What follows belongs to an exercise in optimizing a design on an open flow for small area, a short achievable clock period and few clock cycles; a production flow would make more cautious choices.
Function was checked by simulation only, so behaviour that the tests miss may differ from the original.
Power and IR drop assume default switching activity.

## ember
// autd3_cpu
module autd3_cpu (
    input  wire        clk,
    input  wire        rst,
    input  wire        frame_valid,
    input  wire        tick_valid,
    output wire        evt_ready,
    output reg  [6:0]  hdr_addr,
    input  wire [7:0]  hdr_data,
    output reg  [7:0]  bulk_addr,
    input  wire [15:0] bulk_data,
    output reg         bus_valid,
    output reg         bus_we,
    output reg  [2:0]  bus_bank,
    output reg  [13:0] bus_addr,
    output reg  [15:0] bus_wdata,
    input  wire        bus_ready,
    input  wire [15:0] bus_rdata,
    input  wire [63:0] dc_now,
    input  wire [63:0] dc_next_start,
    input  wire [63:0] dc_period,
    output reg  [15:0] tx_ack
);
Size in the first run: ~19000 um2 of cells after synthesis.
Settings: LEC_CHECK=0, CAP_MARGIN=20, CORE_MARGIN=2, CORE_UTILIZATION=55, CTS_BUF_LIST=sky130_fd_sc_hd__clkbuf_8, CTS_CLUSTER_SIZE=25, PLACE_DENSITY=0.7, SETUP_SLACK_MARGIN=5, SLEW_MARGIN=20; clock period 9.0 ns.
standard.sh (not shown) runs the stock make flow with config.mk's settings and CLKGATE_MAP_FILE= SYNTH_SCRIPT=/design/flow/synth_recipe.tcl, a recipe that flattens the netlist after the stock synthesis.
==> flow/flow/run.sh <==
#!/bin/bash
# Standard layout, with the port buffers made from sky130_fd_sc_hd__buf_1
# instead of the delay cell buffer_ports picks by default, and timing repair
# aiming at a setup slack of 5.8 ns.
set -euo pipefail
bash standard.sh "BUFFER_PORTS_ARGS=-buffer_cell sky130_fd_sc_hd__buf_1" SETUP_SLACK_MARGIN=5.8 finish > standard_flow.log 2>&1
Testbench counts of ember, summed over its fixed seeds: cycles 64,321.
The following lists how violet was set up differently from ember:
-- flow/design.v --
<<< ember, line 160
                    (gw_slot & ~g_wrap & g_last) | (gs_go & g_last);
    wire redo     = (c_g != 2'd2) | (c_p == 2'd2);
    wire tw_go    = s_twt & sf;
    wire tw_done  = tw_go & (kw == 2'd3);
    wire ti_go    = s_tinit & sf;
    wire tf_go    = s_tinf & sf;
>>> violet, line 160
                    (gw_slot & ~g_wrap & g_last) | (gs_go & g_last);
    wire redo     = (c_g != 2'd2) | (c_p == 2'd2);
    wire tw_lo    = ((s_twt & ~kc[0]) | (s_tdec & ~redo)) & sf;
    wire tw_go    = s_twt & kc[0] & sf;         
    wire tw_done  = tw_go & (kc == 3'd7);
    wire ti_go    = s_tinit & sf;
    wire tf_go    = s_tinf & sf;
<<< ember, line 207
        ({14{w_scyc}}            & 14'h0006) |
        ({14{w_sdiv}}            & 14'h0007) |
        ({14{w_sync}}            & {10'd0, 1'b1, which, kw}) |
        ({14{w_creg}}            & {11'd0, clr_off}) |
        ({14{r_info}}            & 14'h0001) |
>>> violet, line 208
        ({14{w_scyc}}            & 14'h0006) |
        ({14{w_sdiv}}            & 14'h0007) |
        ({14{w_sync}}            & {10'd0, 1'b1, which, kc[2:1]}) |
        ({14{w_creg}}            & {11'd0, clr_off}) |
        ({14{r_info}}            & 14'h0001) |
<<< ember, line 222
        ({16{gs_go}}                 & seq_cur[21:6]) |
        ({16{ss_go}}                 & seq_cur[15:0]) |
        ({16{tw_go}}                 & now_s[15:0]) |
        ({16{ti_go}}                 & {6'd0, which, ~which, fpga_flags}) |
        ({16{cr_go & cr_last}}       & 16'h0004);
>>> violet, line 223
        ({16{gs_go}}                 & seq_cur[21:6]) |
        ({16{ss_go}}                 & seq_cur[15:0]) |
        ({16{tw_go}}                 & {tsum[7:0], bus_wdata[7:0]}) |
        ({16{tw_lo}}                 & {8'h00, tsum[7:0]}) |
        ({16{ti_go}}                 & {6'd0, which, ~which, fpga_flags}) |
        ({16{cr_go & cr_last}}       & 16'h0004);
<<< ember, line 294
            bus_valid <= issue | (bus_valid & ~bus_ready);
        end
        if (issue) begin
            bus_we    <= ~is_rd;
            bus_bank  <= nx_bank;
>>> violet, line 296
            bus_valid <= issue | (bus_valid & ~bus_ready);
        end
        if (issue | tw_lo) begin      
            bus_we    <= ~is_rd;
            bus_bank  <= nx_bank;
<<< ember, line 383
    end
    always @(posedge clk) begin
        if (s_trd | (s_tdec & redo)) begin
            if (s_trd | (c_g == 2'd2)) sync_n <= dc_next_start;
            now_s <= dc_now;
            per_r <= dc_period[7:0];
            c_g   <= 2'd2;
            c_p   <= 2'd2;
            tcar  <= 1'b0;
            kc    <= 3'd0;
        end else if (s_tcmp) begin
            now_s  <= {tsum[7:0], now_s[63:8]};
            sync_n <= {sync_n[7:0], sync_n[63:8]};
            per_r  <= per_nx;
            tcar   <= tsum[8];
            c_g    <= g_sum[9:8];
            c_p    <= p_sum[9:8];
            kc     <= kc + 3'd1;
        end else if (tw_go) begin
            now_s  <= {16'd0, now_s[63:16]};
            kc     <= (kw == 2'd3) ? 3'd0 : kc + 3'd1;
        end
    end
endmodule
>>> violet, line 385
    end
    always @(posedge clk) begin
        if (s_trd | (s_tdec & redo)) now_s <= dc_now;
        else                         now_s <= {8'd0, now_s[63:8]};
        if (s_trd | (s_tdec & redo)) begin
            if (s_trd | (c_g == 2'd2)) sync_n <= dc_next_start;
            per_r <= dc_period[7:0];
            c_g   <= 2'd2;
            c_p   <= 2'd2;
            kc    <= 3'd0;
        end else if (s_tcmp | tw_lo | tw_go) begin
            sync_n <= {sync_n[7:0], sync_n[63:8]};
            per_r  <= per_nx;
            kc     <= kc + 3'd1;
        end
        if (s_tcmp) begin
            c_g <= g_sum[9:8];
            c_p <= p_sum[9:8];
        end
        if (s_trd | (s_tdec & redo)) tcar <= 1'b0;
        else if (tw_lo | tw_go)      tcar <= tsum[8];
    end
endmodule
Summary of violet over ember: net switching power figure grew by 0.000037 W; leakage power total rose by 0.38 nW; total chip power went up by about 3.5%; combinational cell power shows an increase of about 16%.
Per the comparison of violet with ember, cell area after layout lower; number of cells on the critical path higher; total DRC errors in the routed layout roughly the same.
Per the comparison of violet with ember, power dissipated in the clock network grew by about 8%, via count shrank by 312, compound-gate portion of the synthesized area grew by 0.23 points, wire length on met2 shrank by about 11%.
The critical path's slowest cell comes out sky130_fd_sc_hd__dfxtp_1 in one run and sky130_fd_sc_hd__o41a_1 in the other, namely in ember and violet respectively.
Testbench counts of violet, summed over its fixed seeds: cycles 64,513.

## separate check: timing with driven ports
In the flow no input, the clock included, has a driving cell. The finished layouts below were timed again as built, in two steps. Step 1, drivers: a clkbuf_16 drives clk and a buf_2 each remaining input, both assumed. Step 2, shift: input delay + t, output delay - t, t = (earliest + latest rising clock arrival at the registers) / 2. This alone moves slack from input paths to output paths. Slacks: no drivers / after step 1 / after step 2; pairs: no drivers / after step 1.
run | t, ns | setup WS [ns] | worst setup path at the end | slew at the worst register clock pin (ns)
ember | 0.665 | 5.779 / 5.726 / 5.184 | input to register | 0.07 / 0.07
violet | 0.695 | 5.737 / 5.737 / 5.166 | input to register | 0.06 / 0.06
After both steps setup and hold are still met in every run listed. The setup slack of ember, which loses most, moves by -0.053 ns with the drivers and by -0.595 ns with both steps.
